What follows belongs to an exercise in optimizing a design on an open flow for small area, a short achievable clock period and few clock cycles per item; a production flow would make more cautious choices. RTL that was checked went through simulation tests only; none was proved equivalent to the original. No functional check of the RTL was part of runs 3 to 5. Power figures rest on the tool's default switching activity, not on a simulated workload.

File: flow/config.mk
export PLATFORM = sky130hd
export DESIGN_NAME = ymodem_rx_unit
export DESIGN_NICKNAME = ymodem_rx_unit
export VERILOG_FILES = /design/flow/design.v
export SDC_FILE = /design/flow/constraint.sdc
export NUM_CORES = 4
export LEC_CHECK = 0
export CAP_MARGIN = 20
export CORE_MARGIN = 2
export CORE_UTILIZATION = 40
export SLEW_MARGIN = 20
export BUFFER_PORTS_ARGS = -buffer_cell sky130_fd_sc_hd__buf_2
export DONT_USE_CELLS += sky130_fd_sc_hd__or4_1 sky130_fd_sc_hd__or4_2 sky130_fd_sc_hd__or4_4 sky130_fd_sc_hd__or4b_1 sky130_fd_sc_hd__or4b_2 sky130_fd_sc_hd__or4b_4 sky130_fd_sc_hd__or4bb_1 sky130_fd_sc_hd__or4bb_2 sky130_fd_sc_hd__or4bb_4 sky130_fd_sc_hd__nor4_1 sky130_fd_sc_hd__nor4_2 sky130_fd_sc_hd__nor4_4 sky130_fd_sc_hd__nor4b_1 sky130_fd_sc_hd__nor4b_2 sky130_fd_sc_hd__nor4b_4 sky130_fd_sc_hd__nor4bb_1 sky130_fd_sc_hd__nor4bb_2 sky130_fd_sc_hd__nor4bb_4 sky130_fd_sc_hd__or3_1 sky130_fd_sc_hd__or3_2 sky130_fd_sc_hd__or3_4 sky130_fd_sc_hd__or3b_1 sky130_fd_sc_hd__or3b_2 sky130_fd_sc_hd__or3b_4 sky130_fd_sc_hd__a2111oi_0 sky130_fd_sc_hd__a2111oi_1 sky130_fd_sc_hd__a2111oi_2 sky130_fd_sc_hd__a2111oi_4 sky130_fd_sc_hd__a2111o_1 sky130_fd_sc_hd__a2111o_2 sky130_fd_sc_hd__a2111o_4 sky130_fd_sc_hd__clkdlybuf4s50_1 sky130_fd_sc_hd__clkdlybuf4s50_2
export ABC_CLOCK_PERIOD_IN_PS = 1700
export SETUP_SLACK_MARGIN = 2.25
export CTS_ARGS = -sink_clustering_enable -repair_clock_nets -root_buf sky130_fd_sc_hd__clkbuf_16 -buf_list {sky130_fd_sc_hd__clkbuf_8} -dont_use_dummy_load
export ABC_AREA = 1
File: flow/constraint.sdc
create_clock -name core_clock -period 4.0 [get_ports {clk}]
set_input_delay 0.8000 -clock core_clock [delete_from_list [all_inputs] [get_ports {clk}]]
set_output_delay 0.8000 -clock core_clock [all_outputs]
set_load 0.01 [all_outputs]
File: flow/design.v
module ymodem_rx_unit (
    input  wire        clk,
    input  wire        rst,           
    input  wire        cmd_valid,
    output wire        cmd_ready,
    input  wire [15:0] cmd,
    output reg         res_valid,
    output reg  [1:0]  res_st,        
    output reg  [31:0] res_val,
    output reg  [1:0]  res_tx_n,      
    output wire [7:0]  res_tx0,
    output reg  [7:0]  res_tx1,
    output reg  [1:0]  res_ev_n,      
    output reg  [2:0]  res_ev0,
    output reg  [2:0]  res_ev1,
    output wire [3:0]  res_ev_code,   
    output reg         res_pay        
);
    localparam IDLE = 0, LEAD = 1, SEQ = 2, CMP = 3, DATA = 4, CRCH = 5,
               CRCL = 6, PURGE = 7, DONE = 8, FAILED = 9;
    function [15:0] crc_step;
        input [15:0] c;
        input [7:0]  d;
        integer i;
        begin
            crc_step = c ^ {d, 8'h00};
            for (i = 0; i < 8; i = i + 1)
                crc_step = crc_step[15] ? ((crc_step << 1) ^ 16'h1021) : (crc_step << 1);
        end
    endfunction
    reg        fault;
    reg [15:0] crc_acc;
    reg [9:0]  ph;            
    reg [7:0]  rx_exp;
    reg        rx_hdr;
    reg        rx_big;
    reg [1:0]  rx_eotc;
    reg [1:0]  rx_canc;
    reg [2:0]  rx_retry;
    reg [3:0]  rx_err;
    reg [15:0] rx_crc;        
    reg [9:0]  rx_cnt;
    reg        rx_nz;         
    reg [1:0]  rx_pend;       
    wire [7:0] c_op  = cmd[15:8];
    wire [7:0] c_imm = cmd[7:0];
    wire       c_v   = cmd_valid & ~rst;
    wire       c_z   = (c_imm == 8'd0);
    wire c_hi0 = (c_op[7:4] == 4'h0);
    wire c_hi1 = (c_op[7:4] == 4'h1);
    wire c_hi3 = (c_op[7:4] == 4'h3);
    wire c_lo0 = (c_op[3:0] == 4'h0);
    wire c_lo1 = (c_op[3:0] == 4'h1);
    wire c_lo2 = (c_op[3:0] == 4'h2);
    wire c_lo3 = (c_op[3:0] == 4'h3);
    wire c_lo4 = (c_op[3:0] == 4'h4);
    wire c_sys   = c_hi0 & (c_lo1 | c_lo2) & c_z;
    wire c_legal = (c_hi0 & c_lo0 & c_z) | (c_hi1 & (c_lo0 | c_lo2) & c_z) | (c_hi1 & c_lo1)
                 | (c_hi3 & (c_lo0 | c_lo2 | c_lo3 | c_lo4) & c_z) | (c_hi3 & c_lo1);
    wire c_sx  = (c_imm == 8'h01) | (c_imm == 8'h02);
    wire c_eot = (c_imm == 8'h04);
    wire c_can = (c_imm == 8'h18);
    reg       cv;             
    reg [7:0] imm;            
    reg       op_reset, op_gf, op_bad, st_flt;
    reg       e_cinit, e_cbyte, e_cread, e_start, rxb, tmo, e_abort, e_status;
    reg       d_sx, d_eot, d_can, d_oth;
    reg       lo_ok;          
    wire fault_nx = ~op_reset & (fault | op_bad);
    wire c_run    = c_v & ~fault_nx;
    always @(posedge clk) begin
        cv       <= c_v;
        imm      <= c_imm;
        op_reset <= c_v & c_hi0 & c_lo1 & c_z;
        op_gf    <= c_v & c_hi0 & c_lo2 & c_z;
        op_bad   <= c_v & ~c_sys & ~c_legal;
        st_flt   <= ~c_sys & (~c_legal | fault_nx);
        e_cinit  <= c_run & c_hi1 & c_lo0 & c_z;
        e_cbyte  <= c_run & c_hi1 & c_lo1;
        e_cread  <= c_run & c_hi1 & c_lo2 & c_z;
        e_start  <= c_run & c_hi3 & c_lo0 & c_z;
        rxb      <= c_run & c_hi3 & c_lo1;
        tmo      <= c_run & c_hi3 & c_lo2 & c_z;
        e_abort  <= c_run & c_hi3 & c_lo3 & c_z;
        e_status <= c_run & c_hi3 & c_lo4 & c_z;
        d_sx     <= c_sx;
        d_eot    <= c_eot;
        d_can    <= c_can;
        d_oth    <= ~(c_sx | c_eot | c_can);
        lo_ok    <= (c_imm == rx_crc[7:0]);
    end
    wire ph_act    = ph[LEAD] | ph[SEQ] | ph[CMP] | ph[DATA] | ph[CRCH] | ph[CRCL];
    wire ph_off    = ph[IDLE] | ph[DONE] | ph[FAILED];
    wire last      = rx_big ? (&rx_cnt) : (&rx_cnt[6:0]);
    wire pend_ok   = (rx_pend == 2'd0);
    wire chk_ok    = pend_ok & lo_ok;
    wire crcl      = rxb & ph[CRCL];
    wire acc       = crcl & chk_ok;
    wire null_hdr  = ~rx_hdr & ~rx_nz;
    wire acc_null  = acc & null_hdr;
    wire acc_blk   = acc & ~null_hdr;
    wire lead      = rxb & ph[LEAD];
    wire lead_sx   = lead & d_sx;
    wire eot_lead  = lead & d_eot;
    wire can_lead  = lead & d_can;
    wire eot_done  = eot_lead & rx_eotc[0];
    wire can_fail  = can_lead & rx_canc[0];
    wire nak_lead  = lead & d_oth;
    wire nak_crcl  = crcl & ~chk_ok;
    wire nak_tmo   = tmo & ph_act;
    wire nak       = nak_lead | nak_crcl | nak_tmo;
    wire at_limit  = rx_retry[2] & ~rx_retry[0];         
    wire nak_fail  = nak & at_limit;
    wire nak_purge = nak & ~at_limit;
    wire [3:0] nak_reason = tmo ? 4'd4 : nak_lead ? 4'd5 :
                            ~pend_ok ? {2'b00, rx_pend} : 4'd3;
    wire abort     = e_abort & (ph_act | ph[PURGE]);
    wire purge_end = tmo & ph[PURGE];
    wire ctl       = e_start | tmo | e_abort;             
    wire rxk       = rxb | ctl;
    wire [9:0] ph_n;
    assign ph_n[IDLE]   = ph[IDLE] & ~e_start;
    assign ph_n[LEAD]   = e_start | purge_end | acc_blk
                        | (ph[LEAD] & ~tmo & ~e_abort
                           & ~(rxb & (d_sx | d_oth | (d_eot & rx_eotc[0]) | (d_can & rx_canc[0]))));
    assign ph_n[SEQ]    = lead_sx | (ph[SEQ] & ~rxk);
    assign ph_n[CMP]    = (rxb & ph[SEQ]) | (ph[CMP] & ~rxk);
    assign ph_n[DATA]   = (rxb & ph[CMP]) | (ph[DATA] & ~ctl & ~(rxb & last));
    assign ph_n[CRCH]   = (rxb & ph[DATA] & last) | (ph[CRCH] & ~rxk);
    assign ph_n[CRCL]   = (rxb & ph[CRCH]) | (ph[CRCL] & ~rxk);
    assign ph_n[PURGE]  = nak_purge | (ph[PURGE] & ~ctl);
    assign ph_n[DONE]   = eot_done | acc_null | (ph[DONE] & ~e_start);
    assign ph_n[FAILED] = can_fail | nak_fail | abort | (ph[FAILED] & ~e_start);
    wire clr = rst | op_reset;
    wire [3:0] ph_code = {ph[DONE] | ph[FAILED],
                          ph[DATA] | ph[CRCH] | ph[CRCL] | ph[PURGE],
                          ph[SEQ] | ph[CMP] | ph[CRCL] | ph[PURGE],
                          ph[LEAD] | ph[CMP] | ph[CRCH] | ph[PURGE] | ph[FAILED]};
    reg tx_c, tx_nak, ev_abort, ev_can;
    assign res_tx0     = {1'b0, tx_c, 1'b0, tx_nak, 1'b0, ~tx_c, ~tx_nak, tx_c | tx_nak};
    assign res_ev_code = {ev_abort, ~ev_abort, ~ev_abort, ev_can};
    always @(posedge clk) begin
        res_valid <= cv & ~rst;
        res_st <= st_flt ? 2'd2 : (rxb & ph_off) ? 2'd1 : 2'd0;
        res_val <= 32'd0;
        if (op_gf)
            res_val[0] <= fault;
        else if (e_cread)
            res_val[15:0] <= crc_acc;
        else if (e_status)
            res_val[25:0] <= {rx_big, rx_hdr, rx_exp, rx_canc, rx_eotc,
                              1'b0, rx_retry, rx_err, ph_code};
        res_tx_n <= {acc_blk & ~rx_hdr,
                     e_start | eot_lead | can_lead | (acc_blk & rx_hdr) | purge_end};
        tx_c <= e_start;
        tx_nak <= tmo | (~ph[CRCL] & imm[2] & ~rx_eotc[0]);
        res_tx1 <= 8'h43;
        res_ev_n <= {acc_null, acc_blk | eot_done | can_fail | nak_fail | abort};
        res_ev0  <= acc ? (rx_hdr ? 3'd3 : rx_nz ? 3'd1 : 3'd2) :
                    eot_done ? 3'd4 : 3'd5;
        res_ev1  <= 3'd4;
        ev_abort <= e_abort;
        ev_can   <= d_can;
        res_pay <= rxb & ph[DATA];
        if (clr) begin
            fault    <= 1'b0;
            crc_acc  <= 16'd0;
            ph       <= 10'd1;
            rx_exp   <= 8'd0;
            rx_hdr   <= 1'b0;
            rx_big   <= 1'b0;
            rx_eotc  <= 2'd0;
            rx_canc  <= 2'd0;
            rx_retry <= 3'd0;
            rx_err   <= 4'd0;
        end else begin
            if (op_bad)
                fault <= 1'b1;
            if (e_cinit)
                crc_acc <= 16'd0;
            if (e_cbyte)
                crc_acc <= crc_step(crc_acc, imm);
            ph <= ph_n;
            if (e_start) begin
                rx_exp   <= 8'd0;
                rx_hdr   <= 1'b0;
                rx_big   <= 1'b0;
            end
            if (lead_sx)
                rx_big <= imm[1];
            if (acc_blk) begin
                rx_hdr <= 1'b1;
                rx_exp <= rx_exp + 8'd1;
            end
            if (e_start | nak_tmo | (lead & ~d_eot))
                rx_eotc <= 2'd0;
            else if (eot_lead)
                rx_eotc <= rx_eotc + 2'd1;
            if (e_start | nak_tmo | (lead & ~d_can))
                rx_canc <= 2'd0;
            else if (can_lead)
                rx_canc <= rx_canc + 2'd1;
            if (e_start | acc)
                rx_retry <= 3'd0;
            else if (nak)
                rx_retry <= rx_retry + 3'd1;
            if (e_start | acc)
                rx_err <= 4'd0;
            else if (nak_fail)
                rx_err <= 4'd6;
            else if (nak_purge)
                rx_err <= nak_reason;
            else if (can_fail)
                rx_err <= 4'd7;
            else if (abort)
                rx_err <= 4'd8;
        end
        if (rxb) begin
            if (ph[SEQ])
                rx_crc[7:0] <= imm;
            if (ph[CMP]) begin
                rx_crc  <= 16'd0;
                rx_cnt  <= 10'd0;
                rx_nz   <= 1'b0;
                rx_pend <= (imm != ~rx_crc[7:0]) ? 2'd1 :
                           (rx_crc[7:0] != rx_exp) ? 2'd2 : 2'd0;
            end
            if (ph[DATA]) begin
                rx_crc <= crc_step(rx_crc, imm);
                rx_cnt <= rx_cnt + 10'd1;
                if (imm != 8'd0) rx_nz <= 1'b1;
            end
            if (ph[CRCH] & pend_ok & (imm != rx_crc[15:8]))
                rx_pend <= 2'd3;
        end
    end
    assign cmd_ready = 1'b1;
endmodule
File: flow/flow/run.sh
#!/bin/bash
# The standard layout (standard.sh), with two changes:
#  - the extra ORFS settings of flow/extra.mk are appended to config.mk;
#  - synthesis is the standard flow's synthesis script with ABC's mapping script replaced
#    by flow/abc_area.script (an area-oriented mapping); only the combinational
#    mapping changes, the registers are those of the standard synthesis.
set -o pipefail
cat flow/extra.mk >> config.mk
{
  head -n 1 synth_recipe.tcl
  cat <<EOT
proc abc {args} {
  set i [lsearch -exact \$args -script]
  if {\$i >= 0} { lset args [expr {\$i + 1}] $PWD/flow/abc_area.script }
  yosys abc {*}\$args
}
EOT
  tail -n +2 synth_recipe.tcl
} > flow_synth.tcl
sed "s|SYNTH_SCRIPT=[^ ]*|SYNTH_SCRIPT=$PWD/flow_synth.tcl|" standard.sh > flow_standard.sh
bash flow_standard.sh > standard.log 2>&1
File: flow/flow/abc_area.script
strash
&get -n
&st
&dch
&nf -a
&put
buffer -c
topo
stime -c
upsize -c
dnsize -c
File: flow/flow/extra.mk
export BUFFER_PORTS_ARGS = -buffer_cell sky130_fd_sc_hd__buf_2
export DONT_USE_CELLS += sky130_fd_sc_hd__or4_1 sky130_fd_sc_hd__or4_2 sky130_fd_sc_hd__or4_4 sky130_fd_sc_hd__or4b_1 sky130_fd_sc_hd__or4b_2 sky130_fd_sc_hd__or4b_4 sky130_fd_sc_hd__or4bb_1 sky130_fd_sc_hd__or4bb_2 sky130_fd_sc_hd__or4bb_4 sky130_fd_sc_hd__nor4_1 sky130_fd_sc_hd__nor4_2 sky130_fd_sc_hd__nor4_4 sky130_fd_sc_hd__nor4b_1 sky130_fd_sc_hd__nor4b_2 sky130_fd_sc_hd__nor4b_4 sky130_fd_sc_hd__nor4bb_1 sky130_fd_sc_hd__nor4bb_2 sky130_fd_sc_hd__nor4bb_4 sky130_fd_sc_hd__or3_1 sky130_fd_sc_hd__or3_2 sky130_fd_sc_hd__or3_4 sky130_fd_sc_hd__or3b_1 sky130_fd_sc_hd__or3b_2 sky130_fd_sc_hd__or3b_4 sky130_fd_sc_hd__a2111oi_0 sky130_fd_sc_hd__a2111oi_1 sky130_fd_sc_hd__a2111oi_2 sky130_fd_sc_hd__a2111oi_4 sky130_fd_sc_hd__a2111o_1 sky130_fd_sc_hd__a2111o_2 sky130_fd_sc_hd__a2111o_4 sky130_fd_sc_hd__clkdlybuf4s50_1 sky130_fd_sc_hd__clkdlybuf4s50_2
export ABC_CLOCK_PERIOD_IN_PS = 1700
export SETUP_SLACK_MARGIN = 2.25
export CTS_ARGS = -sink_clustering_enable -repair_clock_nets -root_buf sky130_fd_sc_hd__clkbuf_16 -buf_list {sky130_fd_sc_hd__clkbuf_8} -dont_use_dummy_load
export ABC_AREA = 1
File: flow/standard.sh
#!/bin/bash
# synth_recipe.tcl (not shown) runs the flow's synth.tcl, then flattens the netlist and writes it again
# the make line also repeats each setting of config.mk as NAME=value (left out here)
make -C /OpenROAD-flow-scripts/flow DESIGN_CONFIG=/design/flow/config.mk WORK_HOME=/design/flow/orfs CLKGATE_MAP_FILE= SYNTH_SCRIPT=/design/flow/synth_recipe.tcl "${@:-finish}"
==> results_dict.tcl, run 1 <==
set metrics [dict create \
    run_status "complete, no violations" \
    power.clock.fraction_pct 34.8 \
    cts_htree_levels 4 \
    antenna_cells_inserted 0 \
    clock_path_buffers 2 \
    worstPathRequired_ps 3200 \
    layout.cell_area.non_filler_um2 6939 \
    p_switching_uw 539.7 \
    die_width_um 128.7 \
    place_inst 876 \
    netlist_instances 663 \
    num_rows 45 \
    setup_total_negative_slack_ps 0 \
    grt_setup_unrepaired "yes" \
    final.setup_skew_ps 29.68 \
    final-hold-violation-count 0 \
    hold_path.class "reg -> reg" \
    dpl_cell_area_um2 6515 \
    area.sequential_um2 3196 \
    synthTopCellsByCount "115 x dfxtp_1, 85 x nor2_1, 68 x nand2_1" \
    synthFlopType "dfxtp_1" \
    layout_min_cycle_time_ps 1705 \
    synth_cell_types 56 \
    synth_area_um2 6220 \
    yosys.cell_count.top_type "dfxtp_1" \
    clkTransAtPathRegs_ps 70 \
    initial_utilization_pct 40.91 \
    grt_antenna_before_repair 0 \
    final_setup_viols 0 \
    power_frac_comb_pct 4.4 \
    fmaxAchievable_ghz 0.5867 \
    synth_enable_flop_cells 29 \
    timing.critical_path.from_type "flop" \
    first_pass_grt_wire_length_um 22540 \
    power.internal_uw 1924 \
    detail_route.vias_per_cell 5.202 \
    global_route_usage_over_all_layers_pct 17.70 \
    yosysTopAreaCellShare_pct 37.01 \
    grt_max_degree 39 \
    worst_slew_margin_rel_pct 53.44 \
    grt_pass1_vias 4467 \
    timing.max_cap.violations 0 \
    floorplan.core_area_um2 15200 \
    num-nets-final 735 \
    cts_made_buffers 17 \
    layoutNonFillerInstCount 899 \
    remaining_drc_errors 0 \
    dr.first_iter.drc_count 320 \
    critPathArrivalTime_ps 900 \
    tritoncts "done" \
    post_synthesis_area_per_instance_um2 9.381 \
    regToRegSetupSlack_ps 2320 \
    irDropWorstVdd_mv 0.2324 \
    share_seq_of_total_power_pct 60.7 \
    fillers 1455 \
    endpoint_kind "output pin" \
    swShare_pct 21.91 \
    die_area_um2 16560 \
    yosysWarnings 1 \
    cts-root-buf "clkbuf_16" \
    design.portCount 86 \
    period_share_pct 42.61 \
    async_flop_share_pct 0 \
    fin_util_pct 45.65 \
    maxSlewViolCount 0 \
    die_y_um 128.7 \
    pwr_density_cell_nw_per_um2 355.1 \
    p_leak_uw 0.002662 \
    post_synth_main_area_contributors "dfxtp_1 37%, edfxtp_1 14%, nor2_1 5.1%" \
    synth_seq_cells 144 \
    portBuffers 64 \
    worstPathMaxFanout 2 \
    routed-via-count 4677 \
    grt.overflow.total 0 \
    detailed_route_wl_um 14320 \
    drt_first_pass_iters 5 \
    insertion_delay_ps 370 \
    clock-sinks 144 \
    cts_hold_repair_buffers 0 \
    layout-drive-gt1-share_pct 18.42 \
    avgRoutedWirePerCell_um 15.93 \
    syn2layout_area_growth_pct 11.57 \
    multi_input_area_um2 2825 \
    total_power_uw 2464 \
    gpl_wtd_cong 0.8684 \
    ys_seq_area_share_pct 51.02 \
    worstMarginPinSlew_ps 697.5 \
    synth.largest_area_cell "dfxtp_1" \
    final_antenna_net_count 0 \
    dp_hpwl_um 10510 \
    category_of_the_critical_setup_timing_path "reg -> out" \
]
==> layout make-up <==
cell class | count | share of cell area [%]
flip-flops and latches | 144 | 46.05
multi-input cells | 467 | 40.71
repair buffers | 72 | 5.716
clock buffers | 17 | 3.534
well taps | 188 | 3.390
inverters | 11 | 0.5950
==> power groups by stage <==
| stage | sequential [uW] | clock, uW | combinational (uW) |
|---|---|---|---|
| after floorplan | 1520 | 0 | 98.7 |
| after global placement | 1530 | 0 | 103 |
| after detailed placement | 1530 | 0 | 106 |
| after CTS | 1500 | 879 | 107 |
| after global routing | 1500 | 939 | 121 |
| final | 1500 | 858 | 109 |
==> per-layer routing <==
| layer | routed length, um | global-route usage, % | up-vias |
|---|---|---|---|
| li1 | - | - | 2311 |
| met5 | 0 | 0 | - |
| met2 | 7181 | 29.66 | 123 |
| met3 | 651 | 4.990 | 18 |
| met1 | 6265 | 21.59 | 2225 |
| met4 | 225 | 7.033 | 0 |
==> layout by cell type (no fill, tap or decap), types with 16 or more instances in the layout <==
master / count
buf_2: 64
clkbuf_8: 16
conb_1: 21
nand3_1: 19
o21ai_0: 20
edfxtp_1: 29
xor2_1: 32
a22oi_1: 18
dfxtp_1: 101
and2_1: 18
xnor2_1: 33
nor2_1: 83
nand2_1: 68
a21oi_1: 28
==> repair_timing <==
item,4_1_cts,5_1_grt
setup endpoints to repair,77,55
pin swaps,0,3
setup buffers,0,6
cloned,0,0
gates resized for setup,12,25
==> path summary, 6_finish.rpt <==
kind         startpoint         end  cells after the start
max                tx_c  res_tx0[0]                      3
min reg2reg      st_flt   res_st[1]                      0
max reg2reg      imm[5]   rx_crc[6]                      4
min              st_flt   res_st[1]                      0
==> cell families after synthesis <==
kind of cell | share of synthesized area [%]
AND/OR/NAND/NOR | 19.49
flip-flops | 51.02
AO/OA/AOI/OAI | 12.25
buffers and inverters | 6.397
XOR/XNOR | 9.958
adder cells (fa/ha/maj) | 0.6036
other | 0.1207
multiplexers | 0.1609
==> flip-flops by register name (all words and copies together), names as in the netlist, 4 cells and up <==
name     flops
ph          10
rx_cnt      10
rx_err       4
crc_acc     16
imm          8
rx_crc      16
rx_exp       8
res_val     26
==> critical path, stage by stage, from the launching register on <==
cell and delay [ps]:
dfxtp_2 330, inv_2 40, nand2_1 40, buf_2 130
==> stage by stage <==
stage | hold WS (ps) | setup WS [ps]
CTS | 351.0 | 2257
global route | 354.4 | 2236
floorplan | 331.4 | 2255
detailed placement | 353.0 | 1626
finish | 344.8 | 2296
global placement | 354.3 | 1746
Testbench counts, summed over its fixed seeds: cycles 41,589, commands 41,581.
==> run 2: changes to the inputs <==
==> flow/flow/extra.mk (replaced) <==
export BUFFER_PORTS_ARGS = -buffer_cell sky130_fd_sc_hd__buf_1
export DONT_USE_CELLS += sky130_fd_sc_hd__or4_1 sky130_fd_sc_hd__or4_2 sky130_fd_sc_hd__or4_4 sky130_fd_sc_hd__or4b_1 sky130_fd_sc_hd__or4b_2 sky130_fd_sc_hd__or4b_4 sky130_fd_sc_hd__or4bb_1 sky130_fd_sc_hd__or4bb_2 sky130_fd_sc_hd__or4bb_4 sky130_fd_sc_hd__nor4_1 sky130_fd_sc_hd__nor4_2 sky130_fd_sc_hd__nor4_4 sky130_fd_sc_hd__nor4b_1 sky130_fd_sc_hd__nor4b_2 sky130_fd_sc_hd__nor4b_4 sky130_fd_sc_hd__nor4bb_1 sky130_fd_sc_hd__nor4bb_2 sky130_fd_sc_hd__nor4bb_4 sky130_fd_sc_hd__or3_1 sky130_fd_sc_hd__or3_2 sky130_fd_sc_hd__or3_4 sky130_fd_sc_hd__or3b_1 sky130_fd_sc_hd__or3b_2 sky130_fd_sc_hd__or3b_4 sky130_fd_sc_hd__a2111oi_0 sky130_fd_sc_hd__a2111oi_1 sky130_fd_sc_hd__a2111oi_2 sky130_fd_sc_hd__a2111oi_4 sky130_fd_sc_hd__a2111o_1 sky130_fd_sc_hd__a2111o_2 sky130_fd_sc_hd__a2111o_4 sky130_fd_sc_hd__clkdlybuf4s50_1 sky130_fd_sc_hd__clkdlybuf4s50_2
export ABC_CLOCK_PERIOD_IN_PS = 2000
export SETUP_SLACK_MARGIN = 2.25
export CTS_ARGS = -sink_clustering_enable -repair_clock_nets -root_buf sky130_fd_sc_hd__clkbuf_16 -buf_list {sky130_fd_sc_hd__clkbuf_8} -dont_use_dummy_load
export ABC_AREA = 1
--- a/flow/config.mk
+++ b/flow/config.mk
@@ -10,7 +10,7 @@
 export CORE_UTILIZATION = 40
 export SLEW_MARGIN = 20
-export BUFFER_PORTS_ARGS = -buffer_cell sky130_fd_sc_hd__buf_2
+export BUFFER_PORTS_ARGS = -buffer_cell sky130_fd_sc_hd__buf_1
 export DONT_USE_CELLS += sky130_fd_sc_hd__or4_1 sky130_fd_sc_hd__or4_2 sky130_fd_sc_hd__or4_4 sky130_fd_sc_hd__or4b_1 sky130_fd_sc_hd__or4b_2 sky130_fd_sc_hd__or4b_4 sky130_fd_sc_hd__or4bb_1 sky130_fd_sc_hd__or4bb_2 sky130_fd_sc_hd__or4bb_4 sky130_fd_sc_hd__nor4_1 sky130_fd_sc_hd__nor4_2 sky130_fd_sc_hd__nor4_4 sky130_fd_sc_hd__nor4b_1 sky130_fd_sc_hd__nor4b_2 sky130_fd_sc_hd__nor4b_4 sky130_fd_sc_hd__nor4bb_1 sky130_fd_sc_hd__nor4bb_2 sky130_fd_sc_hd__nor4bb_4 sky130_fd_sc_hd__or3_1 sky130_fd_sc_hd__or3_2 sky130_fd_sc_hd__or3_4 sky130_fd_sc_hd__or3b_1 sky130_fd_sc_hd__or3b_2 sky130_fd_sc_hd__or3b_4 sky130_fd_sc_hd__a2111oi_0 sky130_fd_sc_hd__a2111oi_1 sky130_fd_sc_hd__a2111oi_2 sky130_fd_sc_hd__a2111oi_4 sky130_fd_sc_hd__a2111o_1 sky130_fd_sc_hd__a2111o_2 sky130_fd_sc_hd__a2111o_4 sky130_fd_sc_hd__clkdlybuf4s50_1 sky130_fd_sc_hd__clkdlybuf4s50_2
-export ABC_CLOCK_PERIOD_IN_PS = 1700
+export ABC_CLOCK_PERIOD_IN_PS = 2000
 export SETUP_SLACK_MARGIN = 2.25
 export CTS_ARGS = -sink_clustering_enable -repair_clock_nets -root_buf sky130_fd_sc_hd__clkbuf_16 -buf_list {sky130_fd_sc_hd__clkbuf_8} -dont_use_dummy_load
==> run 2 against run 1 <==
Critical path depth rose by 4. Still clean on timing, DRC and antenna. Count of clock-buffer cells in the layout did not move. Global-route usage barely moved. Fmax fell by 0.25%. Cell count rose by 0.89%. Clock skew rose by 1.2 ps. Flip-flop and latch count did not move. Die area did not move. Critical path type is now in -> reg. Core utilization fell by 0.35 points. Sequential share of layout area rose by 0.26 points.
==> results_dict.tcl, run 2 <==
set metrics [dict create \
    detail_route.vias_per_cell 5.224 \
    pwr_density_cell_nw_per_um2 357.3 \
    power.clock.fraction_pct 34.7 \
    cts_made_buffers 17 \
    final_cell_mix "104 x dfxtp_1, 83 x nor2_1, 68 x nand2_1, 63 x buf_1, 33 x xnor2_1" \
    synth_enable_flop_cells 29 \
    maxSlewViolCount 0 \
    power.internal_uw 1924 \
    largest-register "res_val" \
    run_status "complete, no violations" \
    p_switching_uw 536.6 \
    critPathArrivalTime_ps 1960 \
    largest_reg_flops 26 \
    grt.overflow.total 0 \
    yosys.cell_count.top_type "dfxtp_1" \
    worstPathMaxFanout 4 \
    dp_hpwl_um 10440 \
    syn2layout_area_growth_pct 10.72 \
    insertion_delay_ps 370 \
    endpoint_kind "flop" \
    timing.max_cap.violations 0 \
    synthFlopType "dfxtp_1" \
    die_width_um 128.7 \
    portBuffers 64 \
    clock-sinks 144 \
    drt_first_pass_iters 9 \
    p_leak_uw 0.002470 \
    async_flop_share_pct 0 \
    clkTransAtPathRegs_ps 60 \
    global_route_usage_over_all_layers_pct 17.68 \
    grt_antenna_before_repair 0 \
    num_rows 45 \
    first_pass_grt_wire_length_um 22400 \
    setup_total_negative_slack_ps 0 \
    layout-drive-gt1-share_pct 9.875 \
    dr.first_iter.drc_count 560 \
    antenna_cells_inserted 0 \
    hold_path.class "reg -> reg" \
    grt_setup_unrepaired "yes" \
    synth_area_um2 6220 \
    initial_utilization_pct 40.91 \
    period_share_pct 42.72 \
    post_synthesis_area_per_instance_um2 9.381 \
    yosysWarnings 1 \
    routed-via-count 4738 \
    irDropWorstVdd_mv 0.2227 \
    netlist_instances 663 \
    category_of_the_critical_setup_timing_path "in -> reg" \
    synthTopCellsByCount "115 x dfxtp_1, 85 x nor2_1, 68 x nand2_1" \
    clock_path_buffers 2 \
    worstMarginPinSlew_ps 706.9 \
    layout_min_cycle_time_ps 1709 \
    final_setup_viols 0 \
    final.setup_skew_ps 30.85 \
    groute.layer.met3.usage_pct 4.615 \
    detailed_route_wl_um 14630 \
    avgRoutedWirePerCell_um 16.13 \
    fmaxAchievable_ghz 0.5852 \
    post_synth_main_area_contributors "dfxtp_1 37%, edfxtp_1 14%, nor2_1 5.1%" \
    cts-root-buf "clkbuf_16" \
    cts_htree_levels 4 \
    power_frac_comb_pct 4.5 \
    gpl_wtd_cong 0.8768 \
    num-nets-final 743 \
    ys_seq_area_share_pct 51.02 \
    tritoncts "done" \
    synth_cell_types 56 \
    timing.critical_path.from_type "input port" \
    die_y_um 128.7 \
    floorplan.core_area_um2 15200 \
    share_seq_of_total_power_pct 60.9 \
    swShare_pct 21.81 \
    grt_pass1_vias 4468 \
    design.portCount 86 \
    yosysTopAreaCellShare_pct 37.01 \
    final-hold-violation-count 0 \
    final_common_cell "dfxtp_1" \
    layout.cell_area.non_filler_um2 6887 \
    worst_slew_margin_rel_pct 52.81 \
    grt.busiest_layer "met2" \
    grt_util_met2_pct 29.82 \
    globalRouteMet1Util_pct 21.68 \
    worstPathRequired_ps 4250 \
    synth.largest_area_cell "dfxtp_1" \
    fillers 1475 \
    remaining_drc_errors 0 \
    dpl_cell_area_um2 6435 \
    grt_max_degree 39 \
    die_area_um2 16560 \
    final_antenna_net_count 0 \
    reg_top3 "res_val: 26 flops, crc_acc: 16 flops, rx_crc: 16 flops" \
    synth_seq_cells 144 \
]
==> run 2: cell types whose count changed in the layout (fill, tap and decap cells not counted), moves of 3 or more <==
| cell | delta |
|---|---|
| buf_1 | +63 |
| buf_2 | -63 |
| buf_4 | +8 |
| dfxtp_1 | +3 |
| xor2_2 | +3 |
==> run 2: worst paths after layout <==
path	from	slack (ps)	cells past startpoint	endpoint
max reg2reg	rx_pend[1]	2300	6	rx_err[1]
max	cmd[5]	2290	7	op_bad
min	st_flt	370	0	res_st[1]
min reg2reg	st_flt	370	0	res_st[1]
==> run 2: layout make-up <==
type	instances	area, um^2	area share, %
multi-input combinational	468	2818	40.92
timing repair buffer	79	357.8	5.196
clock buffer	17	245.2	3.561
tap	188	235.2	3.416
sequential	144	3189	46.31
inverter	11	41.29	0.5996
==> run 2: per-layer routing <==
metal  vias to the layer above  part of all wire (%)
met5                         -                     0
li1                       2315                     -
met4                         0                   1.6
met1                      2247                    42
met3                        16                   5.1
met2                       160                    51
==> run 2: cells by family after synthesis <==
logic type / Yosys count / synth area share (%)
DFF: 144 / 51.02
other: 2 / 0.1207
muxes: 1 / 0.1609
adders and majority gates: 3 / 0.6036
xor gates and xnor gates: 69 / 9.958
and+or+nand+nor: 253 / 19.49
buffers and inverters: 71 / 6.397
AOI/OAI and AO/OA: 120 / 12.25
==> run 2: what timing repair did <==
item,4_1_cts,5_1_grt
buffers inserted,0,13
gates cloned,0,1
hold buffers,0,0
setup endpoints to repair,78,27
gates resized for setup,16,15
pin swaps,0,4
==> run 2: per-stage QoR <==
stage	power, uW	instances	hold WS (ps)	util, %	setup slack [ps]
final	2460	907	369.8	45.30	2291
after global routing	2553	907	386.9	45.30	2218
after CTS	2477	893	370.4	44.28	2235
after detailed placement	1631	876	355.0	42.33	1654
after global placement	1627	876	354.0	42.33	1747
after floorplan	1617	682	331.4	-	2255
==> run 2: power groups by stage <==
stage	clock [uW]	sequential (uW)	combinational, uW
final	853	1500	110
after global routing	935	1500	121
after CTS	877	1500	104
after detailed placement	0	1530	102
after global placement	0	1530	99.1
after floorplan	0	1520	98.7
==> run 2: critical path: stages <==
cell and delay (ps):
buf_1 110, nor3_1 260, nor2b_4 230, and3_1 250
nand2_1 70, a21oi_1 160, nor3b_1 70
==> run 3: changes to the inputs <==
--- a/flow/design.v
+++ b/flow/design.v
@@ -205,14 +205,7 @@
             else if (nak)
                 rx_retry <= rx_retry + 3'd1;
-            if (e_start | acc)
-                rx_err <= 4'd0;
-            else if (nak_fail)
-                rx_err <= 4'd6;
-            else if (nak_purge)
-                rx_err <= nak_reason;
-            else if (can_fail)
-                rx_err <= 4'd7;
-            else if (abort)
-                rx_err <= 4'd8;
+            rx_err <= ({4{nak_fail}}  & 4'd6) | ({4{nak_purge}} & nak_reason)
+                    | ({4{can_fail}}  & 4'd7) | ({4{abort}}     & 4'd8)
+                    | ({4{~(e_start | acc | nak | can_fail | abort)}} & rx_err);
         end
         if (rxb) begin
--- a/flow/flow/extra.mk
+++ b/flow/flow/extra.mk
@@ -1,3 +1,3 @@
-export BUFFER_PORTS_ARGS = -buffer_cell sky130_fd_sc_hd__buf_1
+export BUFFER_PORTS_ARGS = -buffer_cell sky130_fd_sc_hd__buf_2
 export DONT_USE_CELLS += sky130_fd_sc_hd__or4_1 sky130_fd_sc_hd__or4_2 sky130_fd_sc_hd__or4_4 sky130_fd_sc_hd__or4b_1 sky130_fd_sc_hd__or4b_2 sky130_fd_sc_hd__or4b_4 sky130_fd_sc_hd__or4bb_1 sky130_fd_sc_hd__or4bb_2 sky130_fd_sc_hd__or4bb_4 sky130_fd_sc_hd__nor4_1 sky130_fd_sc_hd__nor4_2 sky130_fd_sc_hd__nor4_4 sky130_fd_sc_hd__nor4b_1 sky130_fd_sc_hd__nor4b_2 sky130_fd_sc_hd__nor4b_4 sky130_fd_sc_hd__nor4bb_1 sky130_fd_sc_hd__nor4bb_2 sky130_fd_sc_hd__nor4bb_4 sky130_fd_sc_hd__or3_1 sky130_fd_sc_hd__or3_2 sky130_fd_sc_hd__or3_4 sky130_fd_sc_hd__or3b_1 sky130_fd_sc_hd__or3b_2 sky130_fd_sc_hd__or3b_4 sky130_fd_sc_hd__a2111oi_0 sky130_fd_sc_hd__a2111oi_1 sky130_fd_sc_hd__a2111oi_2 sky130_fd_sc_hd__a2111oi_4 sky130_fd_sc_hd__a2111o_1 sky130_fd_sc_hd__a2111o_2 sky130_fd_sc_hd__a2111o_4 sky130_fd_sc_hd__clkdlybuf4s50_1 sky130_fd_sc_hd__clkdlybuf4s50_2
 export ABC_CLOCK_PERIOD_IN_PS = 2000
--- a/flow/config.mk
+++ b/flow/config.mk
@@ -10,5 +10,5 @@
 export CORE_UTILIZATION = 40
 export SLEW_MARGIN = 20
-export BUFFER_PORTS_ARGS = -buffer_cell sky130_fd_sc_hd__buf_1
+export BUFFER_PORTS_ARGS = -buffer_cell sky130_fd_sc_hd__buf_2
 export DONT_USE_CELLS += sky130_fd_sc_hd__or4_1 sky130_fd_sc_hd__or4_2 sky130_fd_sc_hd__or4_4 sky130_fd_sc_hd__or4b_1 sky130_fd_sc_hd__or4b_2 sky130_fd_sc_hd__or4b_4 sky130_fd_sc_hd__or4bb_1 sky130_fd_sc_hd__or4bb_2 sky130_fd_sc_hd__or4bb_4 sky130_fd_sc_hd__nor4_1 sky130_fd_sc_hd__nor4_2 sky130_fd_sc_hd__nor4_4 sky130_fd_sc_hd__nor4b_1 sky130_fd_sc_hd__nor4b_2 sky130_fd_sc_hd__nor4b_4 sky130_fd_sc_hd__nor4bb_1 sky130_fd_sc_hd__nor4bb_2 sky130_fd_sc_hd__nor4bb_4 sky130_fd_sc_hd__or3_1 sky130_fd_sc_hd__or3_2 sky130_fd_sc_hd__or3_4 sky130_fd_sc_hd__or3b_1 sky130_fd_sc_hd__or3b_2 sky130_fd_sc_hd__or3b_4 sky130_fd_sc_hd__a2111oi_0 sky130_fd_sc_hd__a2111oi_1 sky130_fd_sc_hd__a2111oi_2 sky130_fd_sc_hd__a2111oi_4 sky130_fd_sc_hd__a2111o_1 sky130_fd_sc_hd__a2111o_2 sky130_fd_sc_hd__a2111o_4 sky130_fd_sc_hd__clkdlybuf4s50_1 sky130_fd_sc_hd__clkdlybuf4s50_2
 export ABC_CLOCK_PERIOD_IN_PS = 2000
==> run 3 against run 2 <==
Still clean. Die area increased by 0.57%. Worst setup slack got worse by 19 ps. Sequential share of layout area decreased by 0.88 points. Area after synthesis increased by 0.58%. Core utilization increased by 0.76 points. Routed wire length increased by 2.7%. Hold slack improved by 31 ps. Synthesized cell count increased by 1.1%. Clock power about the same. Flip-flop and latch count unchanged. Clock skew decreased by 6.8 ps. Largest power group unchanged.
==> results_dict.tcl, run 3 <==
set metrics [dict create \
    run_status "complete, no violations" \
    insertion_delay_ps 370 \
    drt_first_pass_iters 5 \
    gpl_wtd_cong 0.9010 \
    critPathBufInv 0 \
    critical_path.slowest_cell "edfxtp_1" \
    period_share_pct 43.19 \
    portBuffers 64 \
    clock_path_buffers 2 \
    worst_slack_ps 2272 \
    final_common_cell "dfxtp_1" \
    worst_slew_margin_rel_pct 50.26 \
    ys_seq_area_share_pct 50.72 \
    floorplan.core_area_um2 15260 \
    die_width_um 129.1 \
    category_of_the_critical_setup_timing_path "reg -> reg" \
    hold_path.class "reg -> reg" \
    grt_max_degree 36 \
    tritoncts "done" \
    layoutNonFillerInstCount 925 \
    cts-root-buf "clkbuf_16" \
    worstPathMaxFanout 3 \
    fmaxAchievable_ghz 0.5788 \
    die_area_um2 16660 \
    synth_cell_types 59 \
    initial_utilization_pct 41.00 \
    dp_hpwl_um 10620 \
    routed-via-count 4696 \
    p_leak_uw 0.002677 \
    largest_reg_flops 26 \
    path_delay_family "compound AO/OA/AOI/OAI gates" \
    synthTopCellsByCount "115 x dfxtp_1, 90 x nor2_1, 75 x nand2_1" \
    cts_made_buffers 17 \
    timing.critical_path.from_type "flop" \
    critPathArrivalTime_ps 1950 \
    dpl_cell_area_um2 6586 \
    dr.first_iter.drc_count 297 \
    die_y_um 129.1 \
    netlist_instances 670 \
    synthFlopType "dfxtp_1" \
    synth_enable_flop_cells 29 \
    critical-path-max-stage-delay_ps 450 \
    chain_of_cells_forming_the_critical_path "nor2_4 -> nand2_1 -> a311o_2 -> a21oi_2 -> and2_4 -> nand3b_1" \
    synth_seq_cells 144 \
    grt_pass1_vias 4587 \
    antenna_cells_inserted 0 \
    grt_antenna_before_repair 0 \
    grt_setup_unrepaired "yes" \
    layout_min_cycle_time_ps 1728 \
    synth_area_um2 6256 \
    final-hold-violation-count 0 \
    placement.setup.worst_slack_ps 1540 \
    final_antenna_net_count 0 \
    clock-sinks 144 \
    num-nets-final 738 \
    syn2layout_area_growth_pct 12.34 \
    final_cell_mix "103 x dfxtp_1, 87 x nor2_1, 75 x nand2_1, 64 x buf_2, 44 x xnor2_1" \
    remaining_drc_errors 0 \
    cts_hold_repair_buffers 0 \
    worstMarginPinSlew_ps 736.4 \
    timing.max_cap.violations 0 \
    final.hold.worst_slack_ps 401.1 \
    maxSlewViolCount 0 \
    final.setup_skew_ps 24.03 \
    place_inst 901 \
    reg_top3 "res_val: 26 flops, crc_acc: 16 flops, rx_crc: 16 flops" \
    yosysWarnings 1 \
    post_synth_main_area_contributors "dfxtp_1 37%, edfxtp_1 14%, xnor2_1 6.2%" \
    num_rows 45 \
    final_setup_viols 0 \
    post_synthesis_area_per_instance_um2 9.337 \
    pwr_density_cell_nw_per_um2 351.3 \
    endpoint_kind "flop" \
    yosys.cell_count.top_type "dfxtp_1" \
    cts_htree_levels 4 \
    clkTransAtPathRegs_ps 80 \
    first_pass_grt_wire_length_um 23840 \
    async_flop_share_pct 0 \
    layout-drive-gt1-share_pct 19.33 \
    grt.overflow.total 0 \
    yosysTopAreaCellShare_pct 36.80 \
    avgRoutedWirePerCell_um 16.24 \
    irDropWorstVdd_mv 0.2852 \
    worstPathRequired_ps 4220 \
    global_route_usage_over_all_layers_pct 18.67 \
    design.portCount 86 \
    layout.cell_area.non_filler_um2 7028 \
    detailed_route_wl_um 15020 \
    detail_route.vias_per_cell 5.077 \
    setup_total_negative_slack_ps 0 \
    largest-register "res_val" \
    synth.largest_area_cell "dfxtp_1" \
]
run 3: cell count changes in the layout (fill, tap and decap cells not counted), moves of 7 or more:
cell | previous run | this run
xnor2_1 | 33 | 44
xor2_1 | 30 | 22
a21oi_1 | 28 | 21
nand2_1 | 68 | 75
buf_1 | 63 | 0
buf_4 | 14 | 7
buf_2 | 1 | 64
run 3: worst paths after layout:
path                    from  cells after the start  slack [ps]          end
setup / recovery  rx_pend[1]                      6        2270  res_ev_n[0]
hold / removal        st_flt                      0         400    res_st[1]
setup reg to reg  rx_pend[1]                      6        2270  res_ev_n[0]
hold reg to reg       st_flt                      0         400    res_st[1]
run 3: worst register-to-register path: stages, from the launching register on:
cell	delay [ps]
edfxtp_1	450
nor2_4	170
nand2_1	110
a311o_2	430
a21oi_2	190
and2_4	170
nand3b_1	90
run 3: final cells by class:
class,instances,area (um^2)
sequential,144,3193
timing repair buffer,74,424.2
tap,211,264.0
fill,1446,8230
multi-input combinational,471,2872
clock buffer,17,245.2
inverter,8,30.03
run 3: layer usage:
metal / up-vias / global-route usage (%) / wire (um)
li1: 2305 / - / -
met1: 2255 / 24.23 / 6828
met2: 111 / 30.75 / 7264
met3: 25 / 4.872 / 647
met4: 0 / 5.691 / 283
met5: - / 0 / 0
run 3: cell families (layout without fill, tap and decap cells):
kind of cell / after synthesis / count (layout) / share of synthesized area, %
xor gates and xnor gates: 71 / 71 / 10.06
other: 2 / 21 / 0.1200
and+or+nand+nor: 268 / 268 / 20.42
adders and majority gates: 3 / 3 / 0.6001
AOI/OAI and AO/OA: 108 / 108 / 11.68
buffers and inverters: 74 / 99 / 6.400
DFF: 144 / 144 / 50.72
run 3: what timing repair did:
action	4_1_cts	5_1_grt
setup buffers	4	3
gates cloned	0	0
pin swaps	1	2
gates resized for setup	22	18
endpoints found under the setup margin	83	21
run 3: power breakdown:
| part | switching [uW] | internal [uW] | total (uW) | leakage [uW] |
|---|---|---|---|---|
| clock | 456 | 400 | 856 | 0.000127 |
| combinational | 70.4 | 44.8 | 115 | 0.00137 |
| sequential | 14.9 | 1480 | 1500 | 0.00118 |
run 3: per-stage QoR:
step | total power, uW | util [%]
floorplan | 1620 | -
global placement | 1639 | 43.17
detailed placement | 1641 | 43.17
CTS | 2490 | 45.56
global route | 2554 | 46.06
finish | 2469 | 46.06
==> run 4: changes to the inputs <==
==> flow/flow/extra.mk (replaced) <==
export BUFFER_PORTS_ARGS = -buffer_cell sky130_fd_sc_hd__buf_2
export DONT_USE_CELLS += sky130_fd_sc_hd__or4_1 sky130_fd_sc_hd__or4_2 sky130_fd_sc_hd__or4_4 sky130_fd_sc_hd__or4b_1 sky130_fd_sc_hd__or4b_2 sky130_fd_sc_hd__or4b_4 sky130_fd_sc_hd__or4bb_1 sky130_fd_sc_hd__or4bb_2 sky130_fd_sc_hd__or4bb_4 sky130_fd_sc_hd__nor4_1 sky130_fd_sc_hd__nor4_2 sky130_fd_sc_hd__nor4_4 sky130_fd_sc_hd__nor4b_1 sky130_fd_sc_hd__nor4b_2 sky130_fd_sc_hd__nor4b_4 sky130_fd_sc_hd__nor4bb_1 sky130_fd_sc_hd__nor4bb_2 sky130_fd_sc_hd__nor4bb_4 sky130_fd_sc_hd__or3_1 sky130_fd_sc_hd__or3_2 sky130_fd_sc_hd__or3_4 sky130_fd_sc_hd__or3b_1 sky130_fd_sc_hd__or3b_2 sky130_fd_sc_hd__or3b_4 sky130_fd_sc_hd__a2111oi_0 sky130_fd_sc_hd__a2111oi_1 sky130_fd_sc_hd__a2111oi_2 sky130_fd_sc_hd__a2111oi_4 sky130_fd_sc_hd__a2111o_1 sky130_fd_sc_hd__a2111o_2 sky130_fd_sc_hd__a2111o_4 sky130_fd_sc_hd__clkdlybuf4s50_1 sky130_fd_sc_hd__clkdlybuf4s50_2
export ABC_CLOCK_PERIOD_IN_PS = 2000
export SETUP_SLACK_MARGIN = 2.3
export CTS_ARGS = -sink_clustering_enable -repair_clock_nets -root_buf sky130_fd_sc_hd__clkbuf_16 -buf_list {sky130_fd_sc_hd__clkbuf_8} -dont_use_dummy_load
export ABC_AREA = 1
--- a/flow/config.mk
+++ b/flow/config.mk
@@ -13,5 +13,5 @@
 export DONT_USE_CELLS += sky130_fd_sc_hd__or4_1 sky130_fd_sc_hd__or4_2 sky130_fd_sc_hd__or4_4 sky130_fd_sc_hd__or4b_1 sky130_fd_sc_hd__or4b_2 sky130_fd_sc_hd__or4b_4 sky130_fd_sc_hd__or4bb_1 sky130_fd_sc_hd__or4bb_2 sky130_fd_sc_hd__or4bb_4 sky130_fd_sc_hd__nor4_1 sky130_fd_sc_hd__nor4_2 sky130_fd_sc_hd__nor4_4 sky130_fd_sc_hd__nor4b_1 sky130_fd_sc_hd__nor4b_2 sky130_fd_sc_hd__nor4b_4 sky130_fd_sc_hd__nor4bb_1 sky130_fd_sc_hd__nor4bb_2 sky130_fd_sc_hd__nor4bb_4 sky130_fd_sc_hd__or3_1 sky130_fd_sc_hd__or3_2 sky130_fd_sc_hd__or3_4 sky130_fd_sc_hd__or3b_1 sky130_fd_sc_hd__or3b_2 sky130_fd_sc_hd__or3b_4 sky130_fd_sc_hd__a2111oi_0 sky130_fd_sc_hd__a2111oi_1 sky130_fd_sc_hd__a2111oi_2 sky130_fd_sc_hd__a2111oi_4 sky130_fd_sc_hd__a2111o_1 sky130_fd_sc_hd__a2111o_2 sky130_fd_sc_hd__a2111o_4 sky130_fd_sc_hd__clkdlybuf4s50_1 sky130_fd_sc_hd__clkdlybuf4s50_2
 export ABC_CLOCK_PERIOD_IN_PS = 2000
-export SETUP_SLACK_MARGIN = 2.25
+export SETUP_SLACK_MARGIN = 2.3
 export CTS_ARGS = -sink_clustering_enable -repair_clock_nets -root_buf sky130_fd_sc_hd__clkbuf_16 -buf_list {sky130_fd_sc_hd__clkbuf_8} -dont_use_dummy_load
 export ABC_AREA = 1
==> run 4 against run 3 <==
Fmax is 0.21% higher. Worst setup slack gained 3.6 ps. Hold slack got worse by 38 ps. Flip-flop and latch count is the same. Global-route usage is 0.061 points higher. First-iteration DRC count shrank 16%. Core utilization rose by 1.6 points. Synthesized cell count unchanged. Final area grew 3.4%. Sequential power is essentially flat. Critical path type is now reg -> out. Highest routed layer unchanged.
==> results_dict.tcl, run 4 <==
set metrics [dict create \
    dp_hpwl_um 10760 \
    critical-path-max-stage-delay_ps 330 \
    cts_made_buffers 17 \
    hold_depth 0 \
    clock_path_buffers 2 \
    chain_of_cells_forming_the_critical_path "inv_2 -> nand2_1 -> buf_2" \
    synthTopCellsByCount "115 x dfxtp_1, 90 x nor2_1, 75 x nand2_1" \
    hold_end "res_st[1]" \
    cts_hold_repair_buffers 0 \
    critPathBufInv 2 \
    fillers 1436 \
    worst_slew_margin_rel_pct 51.73 \
    timing.critical_path.from_type "flop" \
    tritoncts "done" \
    global_route_usage_over_all_layers_pct 18.73 \
    reg_top3 "res_val: 26 flops, crc_acc: 16 flops, rx_crc: 16 flops" \
    largest_reg_flops 26 \
    path_delay_family "flip-flops" \
    synth_enable_flop_cells 29 \
    reg2reg_depth 7 \
    final-hold-violation-count 0 \
    ys_seq_area_share_pct 50.72 \
    regToRegEndpoint "rx_exp[6]" \
    final_common_cell "dfxtp_1" \
    die_width_um 129.1 \
    antenna_cells_inserted 0 \
    critPathArrivalTime_ps 920 \
    synth_compound_area_share_pct 11.68 \
    drt_first_pass_iters 5 \
    first_pass_grt_wire_length_um 23730 \
    worstReg2RegStart "rx_pend[0]" \
    category_of_the_critical_setup_timing_path "reg -> out" \
    synthSimpleGateAreaFrac_pct 20.42 \
    cts_htree_levels 4 \
    worstPathMaxFanout 2 \
    avgRoutedWirePerCell_um 16.38 \
    num-nets-final 744 \
    synth_area_in_adders_pct 0.6000 \
    initial_utilization_pct 41.00 \
    insertion_delay_ps 370 \
    hold_path.class "reg -> reg" \
    critical_path.slowest_cell "dfxtp_2" \
    remaining_drc_errors 0 \
    synth.largest_area_cell "dfxtp_1" \
    grt_setup_unrepaired "yes" \
    portBuffers 64 \
    synth.mux.area_fraction_pct 0 \
    hold_wc_startpoint "st_flt" \
    final_antenna_net_count 0 \
    routed-via-count 4714 \
    p_leak_uw 0.002780 \
    final_cell_mix "100 x dfxtp_1, 85 x nor2_1, 74 x nand2_1, 60 x buf_2, 37 x xnor2_1" \
    yosysWarnings 1 \
    regToRegSetupSlack_ps 2330 \
    fmaxAchievable_ghz 0.5800 \
    floorplan.core_area_um2 15260 \
    die_area_um2 16660 \
    syn2layout_area_growth_pct 16.20 \
    worstPathRequired_ps 3200 \
    yosys.cell_count.top_type "dfxtp_1" \
    design.portCount 86 \
    detailed_route_wl_um 15250 \
    layout_min_cycle_time_ps 1724 \
    grt_antenna_before_repair 0 \
    synthXorXnorAreaFrac_pct 10.06 \
    endpoint_kind "output pin" \
    synth_area_um2 6256 \
    grt_max_degree 35 \
    synth_seq_cells 144 \
    netlist_instances 670 \
    maxSlewViolCount 0 \
    clock-sinks 144 \
    grt.overflow.total 0 \
    period_share_pct 43.10 \
    irDropWorstVdd_mv 0.2386 \
    post_synth_main_area_contributors "dfxtp_1 37%, edfxtp_1 14%, xnor2_1 6.2%" \
    fin_util_pct 47.64 \
    layout-drive-gt1-share_pct 23.61 \
    worstMarginPinSlew_ps 724.0 \
    area.sequential_um2 3194 \
    grt_pass1_vias 4528 \
    gpl_wtd_cong 0.8701 \
    combinational_family_with_the_most_area_after_synthesis "simple AND/OR/NAND/NOR gates" \
    synthFlopType "dfxtp_1" \
    yosysTopAreaCellShare_pct 36.80 \
    detail_route.vias_per_cell 5.063 \
    multi_input_area_um2 3042 \
    async_flop_share_pct 0 \
    largest-register "res_val" \
    cts-root-buf "clkbuf_16" \
    final_setup_viols 0 \
    die_y_um 129.1 \
    setup_total_negative_slack_ps 0 \
    synth_cell_types 59 \
    num_rows 45 \
    timing.max_cap.violations 0 \
    run_status "complete, no violations" \
    post_synthesis_area_per_instance_um2 9.337 \
    clkTransAtPathRegs_ps 70 \
    pwr_density_cell_nw_per_um2 340.7 \
    final.setup_skew_ps 20.64 \
    dr.first_iter.drc_count 249 \
]
-- run 4: cell types whose count changed in the layout (fill, tap and decap cells not counted), sizes merged --
cell / before / now
buf: 74 / 80
-- run 4: worst register-to-register path: cells and delay by family (launching register included) --
kind / cells / cell delay (ps)
simple gates: 4 / 850
compound gates: 2 / 220
flops: 1 / 440
buf+inv: 1 / 80
-- run 4: layer usage --
| layer | up-vias | track usage [%] | wire [um] |
|---|---|---|---|
| met4 | 0 | 6.330 | 273 |
| met3 | 23 | 4.996 | 636 |
| met5 | - | 0 | 0 |
| met2 | 117 | 31.47 | 7659 |
| li1 | 2310 | - | - |
| met1 | 2264 | 23.46 | 6680 |
-- run 4: worst max-delay path by stage --
stage	slack, ps	depth (start not counted)	to	from
after floorplan	2310	4	rx_crc[0]	rxb
after global placement	1650	3	rx_crc[0]	ph[4]
after detailed placement	1520	3	rx_crc[1]	ph[4]
after CTS	2270	3	res_tx0[0]	tx_nak
after global routing	2200	7	rx_exp[6]	rx_pend[0]
final	2280	3	res_tx0[0]	tx_nak
-- run 4: stage by stage --
step / cells / cell area, um^2 / hold WS, ps / setup slack [ps] / power, uW
2_1_floorplan: 689 / 6359 / 331.4 / 2309 / 1621
3_3_place_gp: 902 / 6608 / 338.0 / 1650 / 1640
3_5_place_dp: 902 / 6608 / 342.8 / 1517 / 1643
4_1_cts: 922 / 6977 / 362.1 / 2274 / 2489
5_1_grt: 931 / 7269 / 371.7 / 2203 / 2570
6_report: 931 / 7269 / 363.2 / 2276 / 2477
-- run 4: cells by family (layout without fill, tap and decap cells) --
kind of cell | Yosys count | in the layout
and+or+nand+nor | 268 | 268
AOI/OAI and AO/OA | 108 | 108
DFF | 144 | 144
buffers and inverters | 74 | 105
other | 2 | 21
xor gates and xnor gates | 71 | 71
adders and majority gates | 3 | 3
-- run 4: layout make-up --
cell class                 instances  area share (%)
multi-input combinational        471           41.84
tap                              211           3.632
timing repair buffer              80           6.799
sequential                       144           43.94
clock buffer                      17           3.373
inverter                           8          0.4131
-- run 4: power breakdown --
group | total [uW] | switching [uW] | internal (uW)
sequential | 1500 | 16.1 | 1480
combinational | 126 | 74.7 | 51.5
clock | 851 | 451 | 400
total | 2480 | 542 | 1930
-- run 4: what timing repair did --
item	4_1_cts	5_1_grt
endpoints found under the setup margin	85	46
resized for setup	30	46
pin swaps	5	14
setup buffers	3	9
==> run 5: changes to the inputs <==
--- a/flow/design.v
+++ b/flow/design.v
@@ -67,4 +67,5 @@
     reg       d_sx, d_eot, d_can, d_oth;
     reg       lo_ok;          
+    reg       sel_rx;         
     wire fault_nx = ~op_reset & (fault | op_bad);
     wire c_run    = c_v & ~fault_nx;
@@ -89,5 +90,10 @@
         d_oth    <= ~(c_sx | c_eot | c_can);
         lo_ok    <= (c_imm == rx_crc[7:0]);
+        sel_rx   <= c_op[5];                    
     end
+    wire [7:0]  crc_x   = (sel_rx ? rx_crc[15:8] : crc_acc[15:8]) ^ imm;
+    wire [15:0] crc_t   = crc_step(16'd0, crc_x);
+    wire [15:0] acc_nx  = {crc_acc[7:0], 8'h00} ^ crc_t;
+    wire [15:0] rx_nx   = {rx_crc[7:0], 8'h00} ^ crc_t;
     wire ph_act    = ph[LEAD] | ph[SEQ] | ph[CMP] | ph[DATA] | ph[CRCH] | ph[CRCL];
     wire ph_off    = ph[IDLE] | ph[DONE] | ph[FAILED];
@@ -180,5 +186,5 @@
                 crc_acc <= 16'd0;
             if (e_cbyte)
-                crc_acc <= crc_step(crc_acc, imm);
+                crc_acc <= acc_nx;
             ph <= ph_n;
             if (e_start) begin
@@ -205,7 +211,14 @@
             else if (nak)
                 rx_retry <= rx_retry + 3'd1;
-            rx_err <= ({4{nak_fail}}  & 4'd6) | ({4{nak_purge}} & nak_reason)
-                    | ({4{can_fail}}  & 4'd7) | ({4{abort}}     & 4'd8)
-                    | ({4{~(e_start | acc | nak | can_fail | abort)}} & rx_err);
+            if (e_start | acc)
+                rx_err <= 4'd0;
+            else if (nak_fail)
+                rx_err <= 4'd6;
+            else if (nak_purge)
+                rx_err <= nak_reason;
+            else if (can_fail)
+                rx_err <= 4'd7;
+            else if (abort)
+                rx_err <= 4'd8;
         end
         if (rxb) begin
@@ -220,5 +233,5 @@
             end
             if (ph[DATA]) begin
-                rx_crc <= crc_step(rx_crc, imm);
+                rx_crc <= rx_nx;
                 rx_cnt <= rx_cnt + 10'd1;
                 if (imm != 8'd0) rx_nz <= 1'b1;
==> flow/flow/extra.mk (replaced) <==
export BUFFER_PORTS_ARGS = -buffer_cell sky130_fd_sc_hd__buf_2
export DONT_USE_CELLS += sky130_fd_sc_hd__or4_1 sky130_fd_sc_hd__or4_2 sky130_fd_sc_hd__or4_4 sky130_fd_sc_hd__or4b_1 sky130_fd_sc_hd__or4b_2 sky130_fd_sc_hd__or4b_4 sky130_fd_sc_hd__or4bb_1 sky130_fd_sc_hd__or4bb_2 sky130_fd_sc_hd__or4bb_4 sky130_fd_sc_hd__nor4_1 sky130_fd_sc_hd__nor4_2 sky130_fd_sc_hd__nor4_4 sky130_fd_sc_hd__nor4b_1 sky130_fd_sc_hd__nor4b_2 sky130_fd_sc_hd__nor4b_4 sky130_fd_sc_hd__nor4bb_1 sky130_fd_sc_hd__nor4bb_2 sky130_fd_sc_hd__nor4bb_4 sky130_fd_sc_hd__or3_1 sky130_fd_sc_hd__or3_2 sky130_fd_sc_hd__or3_4 sky130_fd_sc_hd__or3b_1 sky130_fd_sc_hd__or3b_2 sky130_fd_sc_hd__or3b_4 sky130_fd_sc_hd__a2111oi_0 sky130_fd_sc_hd__a2111oi_1 sky130_fd_sc_hd__a2111oi_2 sky130_fd_sc_hd__a2111oi_4 sky130_fd_sc_hd__a2111o_1 sky130_fd_sc_hd__a2111o_2 sky130_fd_sc_hd__a2111o_4 sky130_fd_sc_hd__clkdlybuf4s50_1 sky130_fd_sc_hd__clkdlybuf4s50_2
export ABC_CLOCK_PERIOD_IN_PS = 2000
export SETUP_SLACK_MARGIN = 2.25
export CTS_ARGS = -sink_clustering_enable -repair_clock_nets -root_buf sky130_fd_sc_hd__clkbuf_16 -buf_list {sky130_fd_sc_hd__clkbuf_8} -dont_use_dummy_load
export ABC_AREA = 1
--- a/flow/config.mk
+++ b/flow/config.mk
@@ -13,5 +13,5 @@
 export DONT_USE_CELLS += sky130_fd_sc_hd__or4_1 sky130_fd_sc_hd__or4_2 sky130_fd_sc_hd__or4_4 sky130_fd_sc_hd__or4b_1 sky130_fd_sc_hd__or4b_2 sky130_fd_sc_hd__or4b_4 sky130_fd_sc_hd__or4bb_1 sky130_fd_sc_hd__or4bb_2 sky130_fd_sc_hd__or4bb_4 sky130_fd_sc_hd__nor4_1 sky130_fd_sc_hd__nor4_2 sky130_fd_sc_hd__nor4_4 sky130_fd_sc_hd__nor4b_1 sky130_fd_sc_hd__nor4b_2 sky130_fd_sc_hd__nor4b_4 sky130_fd_sc_hd__nor4bb_1 sky130_fd_sc_hd__nor4bb_2 sky130_fd_sc_hd__nor4bb_4 sky130_fd_sc_hd__or3_1 sky130_fd_sc_hd__or3_2 sky130_fd_sc_hd__or3_4 sky130_fd_sc_hd__or3b_1 sky130_fd_sc_hd__or3b_2 sky130_fd_sc_hd__or3b_4 sky130_fd_sc_hd__a2111oi_0 sky130_fd_sc_hd__a2111oi_1 sky130_fd_sc_hd__a2111oi_2 sky130_fd_sc_hd__a2111oi_4 sky130_fd_sc_hd__a2111o_1 sky130_fd_sc_hd__a2111o_2 sky130_fd_sc_hd__a2111o_4 sky130_fd_sc_hd__clkdlybuf4s50_1 sky130_fd_sc_hd__clkdlybuf4s50_2
 export ABC_CLOCK_PERIOD_IN_PS = 2000
-export SETUP_SLACK_MARGIN = 2.3
+export SETUP_SLACK_MARGIN = 2.25
 export CTS_ARGS = -sink_clustering_enable -repair_clock_nets -root_buf sky130_fd_sc_hd__clkbuf_16 -buf_list {sky130_fd_sc_hd__clkbuf_8} -dont_use_dummy_load
 export ABC_AREA = 1
==> run 5 against run 4 <==
Flip-flop and latch count up 1. Critical path depth up 4. Largest cell class unchanged. Still clean on timing, DRC and antenna. Hold slack better by 33 ps. Worst setup slack worse by 190 ps. Clock skew up 8.5 ps. Count of clock-buffer cells in the layout unchanged. Sequential share of layout area down 1.6 points. Global-route usage up 1.2 points. Clock power up 1%. Cell count up 1.8%. Sequential power about the same. Area after synthesis up 0.70%.
==> results_dict.tcl, run 5 <==
set metrics [dict create \
    die_width_um 129.5 \
    grt_max_degree 41 \
    synthTopCellsByCount "116 x dfxtp_1, 73 x nor2_1, 59 x nand2_1" \
    period_share_pct 47.74 \
    remaining_drc_errors 0 \
    hold_wc_startpoint "d_can" \
    final_antenna_net_count 0 \
    hold_end "ev_can" \
    cts_htree_levels 4 \
    grt_setup_unrepaired "yes" \
    tritoncts "done" \
    irDropWorstVdd_mv 0.2204 \
    timing.max_cap.violations 0 \
    yosys.cell_count.top_type "dfxtp_1" \
    layout_min_cycle_time_ps 1910 \
    yosysWarnings 1 \
    worstMarginPinSlew_ps 675.9 \
    regToRegEndpoint "crc_acc[12]" \
    design.portCount 86 \
    final_cell_mix "109 x dfxtp_1, 64 x nor2_1, 62 x buf_2, 59 x nand2_1, 31 x o21ai_0" \
    global_route_usage_over_all_layers_pct 19.88 \
    largest_reg_flops 26 \
    final.setup_skew_ps 29.17 \
    synth_area_um2 6300 \
    final-hold-violation-count 0 \
    clock-sinks 145 \
    ys_seq_area_share_pct 50.69 \
    dr.first_iter.drc_count 352 \
    post_synth_main_area_contributors "dfxtp_1 37%, edfxtp_1 14%, nor2_1 4.3%" \
    worst_slew_margin_rel_pct 54.77 \
    async_flop_share_pct 0 \
    setup_total_negative_slack_ps 0 \
    final_common_cell "dfxtp_1" \
    critPathArrivalTime_ps 2140 \
    dp_hpwl_um 11400 \
    p_leak_uw 0.002938 \
    hold_depth 0 \
    syn2layout_area_growth_pct 20.34 \
    num_rows 45 \
    avgRoutedWirePerCell_um 17.47 \
    largest-register "res_val" \
    die_area_um2 16770 \
    worstReg2RegStart "sel_rx" \
    layout-drive-gt1-share_pct 25.64 \
    floorplan.core_area_um2 15310 \
    final_setup_viols 0 \
    gpl_wtd_cong 0.8783 \
    worstPathRequired_ps 4230 \
    regToRegSetupSlack_ps 2090 \
    post_synthesis_area_per_instance_um2 9.633 \
    run_status "complete, no violations" \
    portBuffers 64 \
    pwr_density_cell_nw_per_um2 343.3 \
    reg_top3 "res_val: 26 flops, crc_acc: 16 flops, rx_crc: 16 flops" \
    fmaxAchievable_ghz 0.5236 \
    hold_path.class "reg -> reg" \
    timing.critical_path.from_type "flop" \
    synthFlopType "dfxtp_1" \
    first_pass_grt_wire_length_um 25170 \
    num-nets-final 761 \
    antenna_cells_inserted 0 \
    endpoint_kind "flop" \
    synth_enable_flop_cells 29 \
    worstPathMaxFanout 8 \
    detail_route.vias_per_cell 5.226 \
    insertion_delay_ps 380 \
    synth_cell_types 46 \
    grt_pass1_vias 4742 \
    die_y_um 129.5 \
    initial_utilization_pct 41.14 \
    synth.largest_area_cell "dfxtp_1" \
    maxSlewViolCount 0 \
    routed-via-count 4954 \
    fin_util_pct 49.50 \
    grt.overflow.total 0 \
    netlist_instances 654 \
    reg2reg_depth 7 \
    drt_first_pass_iters 5 \
    clock_path_buffers 2 \
    synth_seq_cells 145 \
    clkTransAtPathRegs_ps 70 \
    detailed_route_wl_um 16560 \
    category_of_the_critical_setup_timing_path "reg -> reg" \
    yosysTopAreaCellShare_pct 36.86 \
    cts-root-buf "clkbuf_16" \
    grt_antenna_before_repair 0 \
    cts_made_buffers 17 \
]
run 5: cell count changes after synthesis, sizes merged, moves of 8 or more:
cell | before | now
nand2 | 75 | 59
a21oi | 22 | 32
buf | 39 | 29
mux2i | 0 | 10
o21ai | 26 | 39
xnor2 | 44 | 36
nor2 | 92 | 73
run 5: worst max-delay path, cell delays in order, from the launching register on:
cell     delay (ps)
dfxtp_4         430
buf_4           150
mux2i_4         270
xnor2_4         190
xor3_2          360
xor2_1          160
a22oi_1         150
nor2_1           60
run 5: cell type report:
type,instances,area (um^2)
fill,1460,7734
sequential,145,3209
inverter,13,52.55
tap,211,264.0
multi-input combinational,458,3123
clock buffer,17,245.2
timing repair buffer,104,686.9
run 5: cell families after synthesis:
kind of cell,count (synthesis),synth area share (%)
compound gates,126,12.37
xor+xnor,64,10.53
fa+ha+maj,3,0.5959
buf+inv,71,5.918
flops,145,50.69
mux,10,2.185
other cells,2,0.1192
simple gates,233,17.60
run 5: worst max path at each step:
| stage | start | to | slack [ps] | cells past startpoint |
|---|---|---|---|---|
| after floorplan | sel_rx | crc_acc[12] | 2160 | 7 |
| after CTS | sel_rx | crc_acc[5] | 2080 | 6 |
| after global routing | sel_rx | crc_acc[15] | 2040 | 8 |
| after global placement | ph[4] | rx_crc[2] | 1610 | 3 |
| final | sel_rx | crc_acc[12] | 2090 | 7 |
| after detailed placement | ph[4] | rx_crc[6] | 1440 | 3 |
run 5: where the power goes:
group | leakage [uW] | internal [uW] | switching [uW]
combinational | 0.00162 | 116 | 117
sequential | 0.00119 | 1490 | 17.8
clock | 0.000127 | 400 | 461
total | 0.00294 | 2010 | 595
run 5: repair_timing:
action | 4_1_cts | 5_1_grt
pin swaps | 12 | 25
setup endpoints to repair | 79 | 49
hold buffers | 0 | 0
resized for setup | 37 | 41
setup buffers | 20 | 19
cloned | 0 | 1
run 5: through the flow:
stage | setup slack, ps | instance area, um^2 | std cells | hold slack [ps] | total power (uW)
2_1_floorplan | 2159 | 6422 | 673 | 329.0 | 1662
3_3_place_gp | 1609 | 6686 | 891 | 389.2 | 1687
3_5_place_dp | 1442 | 6686 | 891 | 394.8 | 1689
4_1_cts | 2081 | 7272 | 928 | 398.6 | 2580
5_1_grt | 2037 | 7581 | 948 | 406.2 | 2696
6_report | 2090 | 7581 | 948 | 395.9 | 2603
run 5: layer usage:
layer  part of all wire (%)  global-route usage (%)
met3                    5.7                   4.459
met1                     43                   25.43
met4                    2.8                   8.792
met5                      0                       0
met2                     48                   32.41

Check on run 5: ideal ports give 2.090 ns setup slack; a clkbuf_16 on the clock port and buf_2 on the inputs give 2.090 ns; moving port delays by the midpoint clock arrival (0.403 ns) as well gives 1.829 ns.
